This design comes from an exercise in tuning for small area, a short achievable clock period and few clock cycles per item on the open sky130 flow, not from production work.
Function was checked by simulation only, so behaviour that the tests miss may differ from the original.
Power and IR drop assume default switching activity.

==> branch maple <==
==> flow/design.v <==
module packed_array_indexer #(
    parameter W        = 64,
    parameter E        = 4,
    parameter CAPACITY = 500,
    parameter IDX_W    = 9
) (
    input  wire             clk,
    input  wire             rst,
    input  wire             req_valid,
    output wire             req_ready,
    input  wire [2:0]       req_op,
    input  wire [IDX_W-1:0] req_index,
    input  wire [W-1:0]     req_value,
    output wire             rsp_valid,
    input  wire             rsp_ready,
    output wire [1:0]       rsp_status,
    output wire             rsp_applied,
    output wire [W-1:0]     rsp_data
);
    localparam EPW       = W / E;                          
    localparam NUM_WORDS = (CAPACITY + EPW - 1) / EPW;     
    localparam [2:0] OP_AT = 3'd0, OP_SET = 3'd1, OP_INC = 3'd2, OP_DEC = 3'd3,
                     OP_SIZE = 3'd4, OP_RDWORD = 3'd5;
    localparam [1:0] ST_OK = 2'b00, ST_INDEX_OUT_OF_RANGE = 2'b01, ST_ILLEGAL_OP = 2'b10;
    reg pending;
    assign req_ready = !pending && !rst;
    assign rsp_valid = pending && !rst;
    wire accept = req_valid && !pending && !rst;
    always @(posedge clk) begin
        if (rst)
            pending <= 1'b0;
        else if (accept)
            pending <= 1'b1;
        else if (rsp_ready)
            pending <= 1'b0;
    end
    reg  [E*CAPACITY-1:0]  mem;
    wire [NUM_WORDS*W-1:0] words;     
    genvar k, s;
    generate
        for (k = 0; k < NUM_WORDS; k = k + 1) begin : g_w
            for (s = 0; s < EPW; s = s + 1) begin : g_s
                if (k * EPW + s < CAPACITY)
                    assign words[k*W + W-E*(s+1) +: E] = mem[E*(k*EPW+s) +: E];
                else
                    assign words[k*W + W-E*(s+1) +: E] = {E{1'b0}};
            end
        end
    endgenerate
    wire        is_rdw  = (req_op == OP_RDWORD);
    wire        elem_ok = req_index < CAPACITY;
    wire        word_ok = req_index < NUM_WORDS;
    wire        op_elem = !req_op[2];                     
    wire        op_wr   = op_elem && (req_op[1:0] != 2'd0);
    wire [NUM_WORDS-1:0] rsel;       
    wire [EPW-1:0]       ssel;       
    pai_decode u_dec (
        .idx(req_index), .is_rdw(is_rdw), .rsel(rsel), .ssel(ssel)
    );
    wire [W-1:0] rword_n;
    genvar b, p;
    for (b = 0; b < W; b = b + 1) begin : g_rd
        wire [31:0] t;
        wire [7:0]  o2;
        wire [3:0]  n3;
        wire [1:0]  o4;
        for (p = 0; p < 32; p = p + 1) begin : g_t
            if (p < 31 || b >= W - E*(CAPACITY - (NUM_WORDS-1)*EPW)) begin : g_w
                pai_nand2 u (.a(words[p*W + b]), .b(rsel[p]), .y(t[p]));
            end else begin : g_pad
                assign t[p] = 1'b1;
            end
        end
        for (p = 0; p < 8; p = p + 1) begin : g_q
            if (p < 7 || b >= W - E*(CAPACITY - (NUM_WORDS-1)*EPW)) begin : g_4
                pai_nand4 u (.a(t[4*p]), .b(t[4*p+1]), .c(t[4*p+2]), .d(t[4*p+3]), .y(o2[p]));
            end else begin : g_3
                pai_nand3 u (.a(t[4*p]), .b(t[4*p+1]), .c(t[4*p+2]), .y(o2[p]));
            end
        end
        for (p = 0; p < 4; p = p + 1) begin : g_r
            pai_nor2 u (.a(o2[2*p]), .b(o2[2*p+1]), .y(n3[p]));
        end
        for (p = 0; p < 2; p = p + 1) begin : g_s
            pai_nand2 u (.a(n3[2*p]), .b(n3[2*p+1]), .y(o4[p]));
        end
        pai_nor2 u_y (.a(o4[0]), .b(o4[1]), .y(rword_n[b]));
    end
    wire [EPW-1:0] ssel_n = ~ssel;
    wire [E-1:0]   cur_n;
    for (b = 0; b < E; b = b + 1) begin : g_el
        wire [15:0] u1;
        wire [7:0]  n2;
        wire [1:0]  o3;
        for (p = 0; p < 16; p = p + 1) begin : g_t
            pai_nor2 u (.a(rword_n[W-E*(p+1) + b]), .b(ssel_n[p]), .y(u1[p]));
        end
        for (p = 0; p < 8; p = p + 1) begin : g_p
            pai_nor2 u (.a(u1[2*p]), .b(u1[2*p+1]), .y(n2[p]));
        end
        for (p = 0; p < 2; p = p + 1) begin : g_q
            pai_nand4 u (.a(n2[4*p]), .b(n2[4*p+1]), .c(n2[4*p+2]), .d(n2[4*p+3]), .y(o3[p]));
        end
        pai_nor2 u_y (.a(o3[0]), .b(o3[1]), .y(cur_n[b]));
    end
    wire big    = |req_value[W-1:E];
    wire elem   = op_elem && elem_ok;
    wire m_keep = elem && (req_op[1:0] == 2'd0 || (req_op[1:0] == 2'd1 && big));
    wire m_set  = elem && req_op[1:0] == 2'd1 && !big;
    wire m_inc  = elem && req_op[1:0] == 2'd2;
    wire m_dec  = elem && req_op[1:0] == 2'd3;
    wire m_size = (req_op == OP_SIZE);
    reg  [W-1:0] wq_n;       
    reg  [E-1:0] cur_n_q;    
    reg  [E-1:0] val_q;
    reg          keep_q, set_q, inc_q, dec_q, size_q;    
    reg  [3:0]   slot_q;
    reg  [4:0]   widx_q;
    reg          rdw_q;      
    reg  [1:0]   st_q;
    reg          wr_q;       
    always @(posedge clk) begin
        if (accept) begin
            wq_n   <= rword_n;
            cur_n_q <= cur_n;
            val_q  <= req_value[E-1:0];
            keep_q <= m_keep;
            set_q  <= m_set;
            inc_q  <= m_inc;
            dec_q  <= m_dec;
            size_q <= m_size;
            slot_q <= req_index[3:0];
            widx_q <= req_index[8:4];
            rdw_q  <= is_rdw && word_ok;
            st_q   <= req_op[2] & req_op[1]          ? ST_ILLEGAL_OP :
                      (op_elem && !elem_ok) ||
                      (is_rdw && !word_ok)           ? ST_INDEX_OUT_OF_RANGE : ST_OK;
        end
    end
    always @(posedge clk) begin
        if (rst)
            wr_q <= 1'b0;
        else if (accept)
            wr_q <= op_wr && elem_ok;
    end
    wire [E-1:0] lo;         
    wire         app;
    pai_exec u_exec (
        .cur(~cur_n_q), .val(val_q),
        .m_keep(keep_q), .m_set(set_q), .m_inc(inc_q), .m_dec(dec_q),
        .m_size(size_q), .res(lo), .app(app)
    );
    assign rsp_status  = st_q;
    assign rsp_applied = app;
    wire [W-1:0] wq = ~wq_n;
    assign rsp_data[W-1:9] = wq[W-1:9] & {(W-9){rdw_q}};
    assign rsp_data[8:4]   = (wq[8:4] & {5{rdw_q}}) | {5{size_q}};
    assign rsp_data[3:0]   = (wq[3:0] & {E{rdw_q}}) | lo;
    reg [W-1:0] mword;
    integer j;
    always @(*) begin
        for (j = 0; j < EPW; j = j + 1)
            mword[W-E*(j+1) +: E] = (slot_q == j) ? lo : wq[W-E*(j+1) +: E];
    end
    wire [W-1:0] wdata = rst ? {W{1'b0}} : mword;
    generate
        for (k = 0; k < NUM_WORDS; k = k + 1) begin : g_wr
            wire wen = rst || (wr_q && widx_q == k);
            for (s = 0; s < EPW; s = s + 1) begin : g_ws
                if (k * EPW + s < CAPACITY) begin : g_e
                    always @(posedge clk)
                        if (wen)
                            mem[E*(k*EPW+s) +: E] <= wdata[W-E*(s+1) +: E];
                end
            end
        end
    endgenerate
endmodule
module pai_decode (
    input  wire [8:0]  idx,
    input  wire        is_rdw,
    output wire [31:0] rsel,
    output wire [15:0] ssel
);
    wire [31:0] sel_elem = 32'd1 << idx[8:4];
    wire [31:0] sel_word = 32'd1 << idx[4:0];
    assign rsel = is_rdw ? sel_word : sel_elem;
    assign ssel = 16'd1 << idx[3:0];
endmodule
module pai_nand3 (input wire a, b, c, output wire y);
    assign y = ~(a & b & c);
endmodule
module pai_nand4 (input wire a, b, c, d, output wire y);
    assign y = ~(a & b & c & d);
endmodule
module pai_nor2 (input wire a, b, output wire y);
    assign y = ~(a | b);
endmodule
module pai_nand2 (input wire a, b, output wire y);
    assign y = ~(a & b);
endmodule
module pai_exec (
    input  wire [3:0] cur,
    input  wire [3:0] val,
    input  wire       m_keep,
    input  wire       m_set,
    input  wire       m_inc,
    input  wire       m_dec,
    input  wire       m_size,
    output wire [3:0] res,
    output wire       app
);
    reg [3:0] inc, dec;      
    always @(*) begin
        case (cur)
            4'd0:  begin inc = 4'd1;  dec = 4'd0;  end
            4'd1:  begin inc = 4'd2;  dec = 4'd0;  end
            4'd2:  begin inc = 4'd3;  dec = 4'd1;  end
            4'd3:  begin inc = 4'd4;  dec = 4'd2;  end
            4'd4:  begin inc = 4'd5;  dec = 4'd3;  end
            4'd5:  begin inc = 4'd6;  dec = 4'd4;  end
            4'd6:  begin inc = 4'd7;  dec = 4'd5;  end
            4'd7:  begin inc = 4'd8;  dec = 4'd6;  end
            4'd8:  begin inc = 4'd9;  dec = 4'd7;  end
            4'd9:  begin inc = 4'd10; dec = 4'd8;  end
            4'd10: begin inc = 4'd11; dec = 4'd9;  end
            4'd11: begin inc = 4'd12; dec = 4'd10; end
            4'd12: begin inc = 4'd13; dec = 4'd11; end
            4'd13: begin inc = 4'd14; dec = 4'd12; end
            4'd14: begin inc = 4'd15; dec = 4'd13; end
            default: begin inc = 4'd15; dec = 4'd14; end
        endcase
    end
    assign res = ({4{m_keep}} & cur) | ({4{m_set}} & val) |
                 ({4{m_inc}}  & inc) | ({4{m_dec}} & dec) |
                 {1'b0, m_size, 2'b00};
    assign app = m_set | (m_inc & ~&cur) | (m_dec & |cur);
endmodule
==> flow/run.sh <==
#!/bin/bash
# synth_recipe.tcl (not shown) runs the flow's synth.tcl, then flattens the netlist and writes it again
# the make line also repeats each setting of config.mk as NAME=value (left out here)
make -C /OpenROAD-flow-scripts/flow DESIGN_CONFIG=/design/flow/config.mk WORK_HOME=/design/flow/orfs CLKGATE_MAP_FILE= SYNTH_SCRIPT=/design/flow/synth_recipe.tcl finish
==> flow/config.mk <==
export PLATFORM = sky130hd
export DESIGN_NAME = packed_array_indexer
export DESIGN_NICKNAME = packed_array_indexer
export VERILOG_FILES = /design/flow/design.v
export SDC_FILE = /design/flow/constraint.sdc
export NUM_CORES = 4
export LEC_CHECK = 0
export CAP_MARGIN = 20
export CORE_MARGIN = 2
export CORE_UTILIZATION = 40
export CTS_BUF_LIST = sky130_fd_sc_hd__clkbuf_16
export CTS_CLUSTER_DIAMETER = 60
export CTS_CLUSTER_SIZE = 24
export PLACE_DENSITY = 0.55
export SETUP_SLACK_MARGIN = 4.0
export SLEW_MARGIN = 20
export SYNTH_HIERARCHICAL = 1
==> flow/constraint.sdc <==
create_clock -name core_clock -period 7.5 [get_ports {clk}]
set_input_delay 1.5000 -clock core_clock [delete_from_list [all_inputs] [get_ports {clk}]]
set_output_delay 1.5000 -clock core_clock [all_outputs]
set_load 0.01 [all_outputs]
==> branch harbor (differences from branch maple) <==
--- a/flow/design.v
+++ b/flow/design.v
@@ -58,49 +58,20 @@
         .idx(req_index), .is_rdw(is_rdw), .rsel(rsel), .ssel(ssel)
     );
-    wire [W-1:0] rword_n;
-    genvar b, p;
+    wire [W-1:0] rword;
+    genvar b;
     for (b = 0; b < W; b = b + 1) begin : g_rd
-        wire [31:0] t;
-        wire [7:0]  o2;
-        wire [3:0]  n3;
-        wire [1:0]  o4;
-        for (p = 0; p < 32; p = p + 1) begin : g_t
-            if (p < 31 || b >= W - E*(CAPACITY - (NUM_WORDS-1)*EPW)) begin : g_w
-                pai_nand2 u (.a(words[p*W + b]), .b(rsel[p]), .y(t[p]));
-            end else begin : g_pad
-                assign t[p] = 1'b1;
-            end
+        wire [NUM_WORDS-1:0] col;
+        for (k = 0; k < NUM_WORDS; k = k + 1) begin : g_c
+            assign col[k] = words[k*W + b];
         end
-        for (p = 0; p < 8; p = p + 1) begin : g_q
-            if (p < 7 || b >= W - E*(CAPACITY - (NUM_WORDS-1)*EPW)) begin : g_4
-                pai_nand4 u (.a(t[4*p]), .b(t[4*p+1]), .c(t[4*p+2]), .d(t[4*p+3]), .y(o2[p]));
-            end else begin : g_3
-                pai_nand3 u (.a(t[4*p]), .b(t[4*p+1]), .c(t[4*p+2]), .y(o2[p]));
-            end
+        pai_andor #(.N(NUM_WORDS)) u_or (.d(col), .sel(rsel), .y(rword[b]));
+    end
+    wire [E-1:0] cur;
+    for (b = 0; b < E; b = b + 1) begin : g_el
+        wire [EPW-1:0] col;
+        for (k = 0; k < EPW; k = k + 1) begin : g_c
+            assign col[k] = rword[W-E*(k+1) + b];
         end
-        for (p = 0; p < 4; p = p + 1) begin : g_r
-            pai_nor2 u (.a(o2[2*p]), .b(o2[2*p+1]), .y(n3[p]));
-        end
-        for (p = 0; p < 2; p = p + 1) begin : g_s
-            pai_nand2 u (.a(n3[2*p]), .b(n3[2*p+1]), .y(o4[p]));
-        end
-        pai_nor2 u_y (.a(o4[0]), .b(o4[1]), .y(rword_n[b]));
-    end
-    wire [EPW-1:0] ssel_n = ~ssel;
-    wire [E-1:0]   cur_n;
-    for (b = 0; b < E; b = b + 1) begin : g_el
-        wire [15:0] u1;
-        wire [7:0]  n2;
-        wire [1:0]  o3;
-        for (p = 0; p < 16; p = p + 1) begin : g_t
-            pai_nor2 u (.a(rword_n[W-E*(p+1) + b]), .b(ssel_n[p]), .y(u1[p]));
-        end
-        for (p = 0; p < 8; p = p + 1) begin : g_p
-            pai_nor2 u (.a(u1[2*p]), .b(u1[2*p+1]), .y(n2[p]));
-        end
-        for (p = 0; p < 2; p = p + 1) begin : g_q
-            pai_nand4 u (.a(n2[4*p]), .b(n2[4*p+1]), .c(n2[4*p+2]), .d(n2[4*p+3]), .y(o3[p]));
-        end
-        pai_nor2 u_y (.a(o3[0]), .b(o3[1]), .y(cur_n[b]));
+        pai_andor #(.N(EPW)) u_or (.d(col), .sel(ssel), .y(cur[b]));
     end
     wire big    = |req_value[W-1:E];
@@ -111,6 +82,6 @@
     wire m_dec  = elem && req_op[1:0] == 2'd3;
     wire m_size = (req_op == OP_SIZE);
-    reg  [W-1:0] wq_n;       
-    reg  [E-1:0] cur_n_q;    
+    reg  [W-1:0] wq;         
+    reg  [E-1:0] cur_q;      
     reg  [E-1:0] val_q;
     reg          keep_q, set_q, inc_q, dec_q, size_q;    
@@ -122,6 +93,6 @@
     always @(posedge clk) begin
         if (accept) begin
-            wq_n   <= rword_n;
-            cur_n_q <= cur_n;
+            wq     <= rword;
+            cur_q  <= cur;
             val_q  <= req_value[E-1:0];
             keep_q <= m_keep;
@@ -147,5 +118,5 @@
     wire         app;
     pai_exec u_exec (
-        .cur(~cur_n_q), .val(val_q),
+        .cur(cur_q), .val(val_q),
         .m_keep(keep_q), .m_set(set_q), .m_inc(inc_q), .m_dec(dec_q),
         .m_size(size_q), .res(lo), .app(app)
@@ -153,5 +124,4 @@
     assign rsp_status  = st_q;
     assign rsp_applied = app;
-    wire [W-1:0] wq = ~wq_n;
     assign rsp_data[W-1:9] = wq[W-1:9] & {(W-9){rdw_q}};
     assign rsp_data[8:4]   = (wq[8:4] & {5{rdw_q}}) | {5{size_q}};
@@ -188,15 +158,12 @@
     assign ssel = 16'd1 << idx[3:0];
 endmodule
-module pai_nand3 (input wire a, b, c, output wire y);
-    assign y = ~(a & b & c);
-endmodule
-module pai_nand4 (input wire a, b, c, d, output wire y);
-    assign y = ~(a & b & c & d);
-endmodule
-module pai_nor2 (input wire a, b, output wire y);
-    assign y = ~(a | b);
-endmodule
-module pai_nand2 (input wire a, b, output wire y);
-    assign y = ~(a & b);
+module pai_andor #(
+    parameter N = 32
+) (
+    input  wire [N-1:0] d,
+    input  wire [N-1:0] sel,
+    output wire         y
+);
+    assign y = |(d & sel);
 endmodule
 module pai_exec (
@@ -211,28 +178,11 @@
     output wire       app
 );
-    reg [3:0] inc, dec;      
-    always @(*) begin
-        case (cur)
-            4'd0:  begin inc = 4'd1;  dec = 4'd0;  end
-            4'd1:  begin inc = 4'd2;  dec = 4'd0;  end
-            4'd2:  begin inc = 4'd3;  dec = 4'd1;  end
-            4'd3:  begin inc = 4'd4;  dec = 4'd2;  end
-            4'd4:  begin inc = 4'd5;  dec = 4'd3;  end
-            4'd5:  begin inc = 4'd6;  dec = 4'd4;  end
-            4'd6:  begin inc = 4'd7;  dec = 4'd5;  end
-            4'd7:  begin inc = 4'd8;  dec = 4'd6;  end
-            4'd8:  begin inc = 4'd9;  dec = 4'd7;  end
-            4'd9:  begin inc = 4'd10; dec = 4'd8;  end
-            4'd10: begin inc = 4'd11; dec = 4'd9;  end
-            4'd11: begin inc = 4'd12; dec = 4'd10; end
-            4'd12: begin inc = 4'd13; dec = 4'd11; end
-            4'd13: begin inc = 4'd14; dec = 4'd12; end
-            4'd14: begin inc = 4'd15; dec = 4'd13; end
-            default: begin inc = 4'd15; dec = 4'd14; end
-        endcase
-    end
+    wire       all1 = &cur;
+    wire       all0 = ~|cur;
+    wire [3:0] inc = all1 ? cur : cur ^ {&cur[2:0], &cur[1:0], cur[0], 1'b1};
+    wire [3:0] dec = all0 ? cur : cur ^ {~|cur[2:0], ~|cur[1:0], ~cur[0], 1'b1};
     assign res = ({4{m_keep}} & cur) | ({4{m_set}} & val) |
                  ({4{m_inc}}  & inc) | ({4{m_dec}} & dec) |
                  {1'b0, m_size, 2'b00};
-    assign app = m_set | (m_inc & ~&cur) | (m_dec & |cur);
+    assign app = m_set | (m_inc & ~all1) | (m_dec & ~all0);
 endmodule
==> metrics.md <==
| Metric | Value |
|---|---|
| Post-DP Area | `0.0858 mm^2` |
| Commonest non-fill, non-tap cell in the layout | `nand2_1` |
| Seq group | `0.0140 W` |
| Synth Area in Simple Gates | `~18%` |
| Crit path capture type | `output pin` |
| Slowest cell on crit path | `edfxtp_1` |
| Synth cell types | `55` |
| Mean area per synthesized cell | `13.8 um^2` |
| Inverters | `39` |
| Postcts setup bufs | `about 180` |
| Status | `no timing/DRC/antenna violations` |
| Die width | `447 um` |
| Layout Area Growth over Synthesis | `22.4%` |
| Clock buf/inv share | `between 4 and 5%` |
| Critical Setup Path Class | `register to output pin` |
| Registers with the most flip-flops | `mem x2000, wq_n x64, widx_q x5` |
| Most frequent cells in the layout | `2132 x nand2_1, 2089 x edfxtp_1, 479 x nand4_1` |
| Largest family of logic cells by synthesized area | `simple AND/OR/NAND/NOR gates` |
| Multi-input gate area | `0.0179 mm^2` |
| Clk. pwr | `approximately 0.0083 W` |
| Worst Setup SP | `cur_n_q[1]` |
| Non-clk buf share | `under 10%` |
That was branch maple.
==> metrics.md <==
| Metric | Value |
|---|---|
| Die width | `441 um` |
| Non-clk buf share | `8.14%` |
| Slowest cell on crit path | `or4_4` |
| Multi-input gate area | `0.0160 mm^2` |
| Worst Setup SP | `req_op[0]` |
| Status | `no timing/DRC/antenna violations` |
| Registers with the most flip-flops | `mem x2000, wq x64, widx_q x5` |
| Commonest non-fill, non-tap cell in the layout | `edfxtp_1` |
| Clk. pwr | `0.00813 W` |
| Largest family of logic cells by synthesized area | `compound AO/OA/AOI/OAI gates` |
| Clock buf/inv share | `4.94%` |
| Critical Setup Path Class | `input pin to register` |
| Mean area per synthesized cell | `19.3 um^2` |
| Seq group | `0.0141 W` |
| Synth cell types | `59` |
| Synth Area in Simple Gates | `4.83%` |
| Layout Area Growth over Synthesis | `23.6%` |
| Post-DP Area | `0.0831 mm^2` |
| Crit path capture type | `register` |
That was branch harbor.
Testbench counts of branch maple, summed over its fixed seeds: cycles 64,000, items 32,000.
Testbench counts of branch harbor, summed over its fixed seeds: cycles 64,000, items 32,000.

[afterwards: timing with drivers on the ports]
No port has a modelled driver above. Below, the same layouts with a new extraction and two added sets of constraints.
Step 1 assumes that a clkbuf_16 drives the clock port and a buf_2 every other input.
Step 2 times the ports against the registers' clock, not the clock port: input delays grow and output delays shrink by t, the midpoint of the rising clock arrivals with the driver on.
Slacks: ideal ports / drivers / drivers and shift; pairs: ideal ports / drivers.
run	t (ns)	slack for setup (ns)	worst register clock-pin slew, ns	worst slew at a driven data input, ns
branch maple	0.895	2.912 / 2.827 / 2.717	0.10 / 0.10	0.07
branch harbor	0.875	2.911 / 2.940 / 2.065	0.10 / 0.10	0.32
After both steps every run listed still meets setup and hold. The setup slack of branch harbor, which loses most, moves by +0.029 ns with the drivers and by -0.846 ns with both steps.
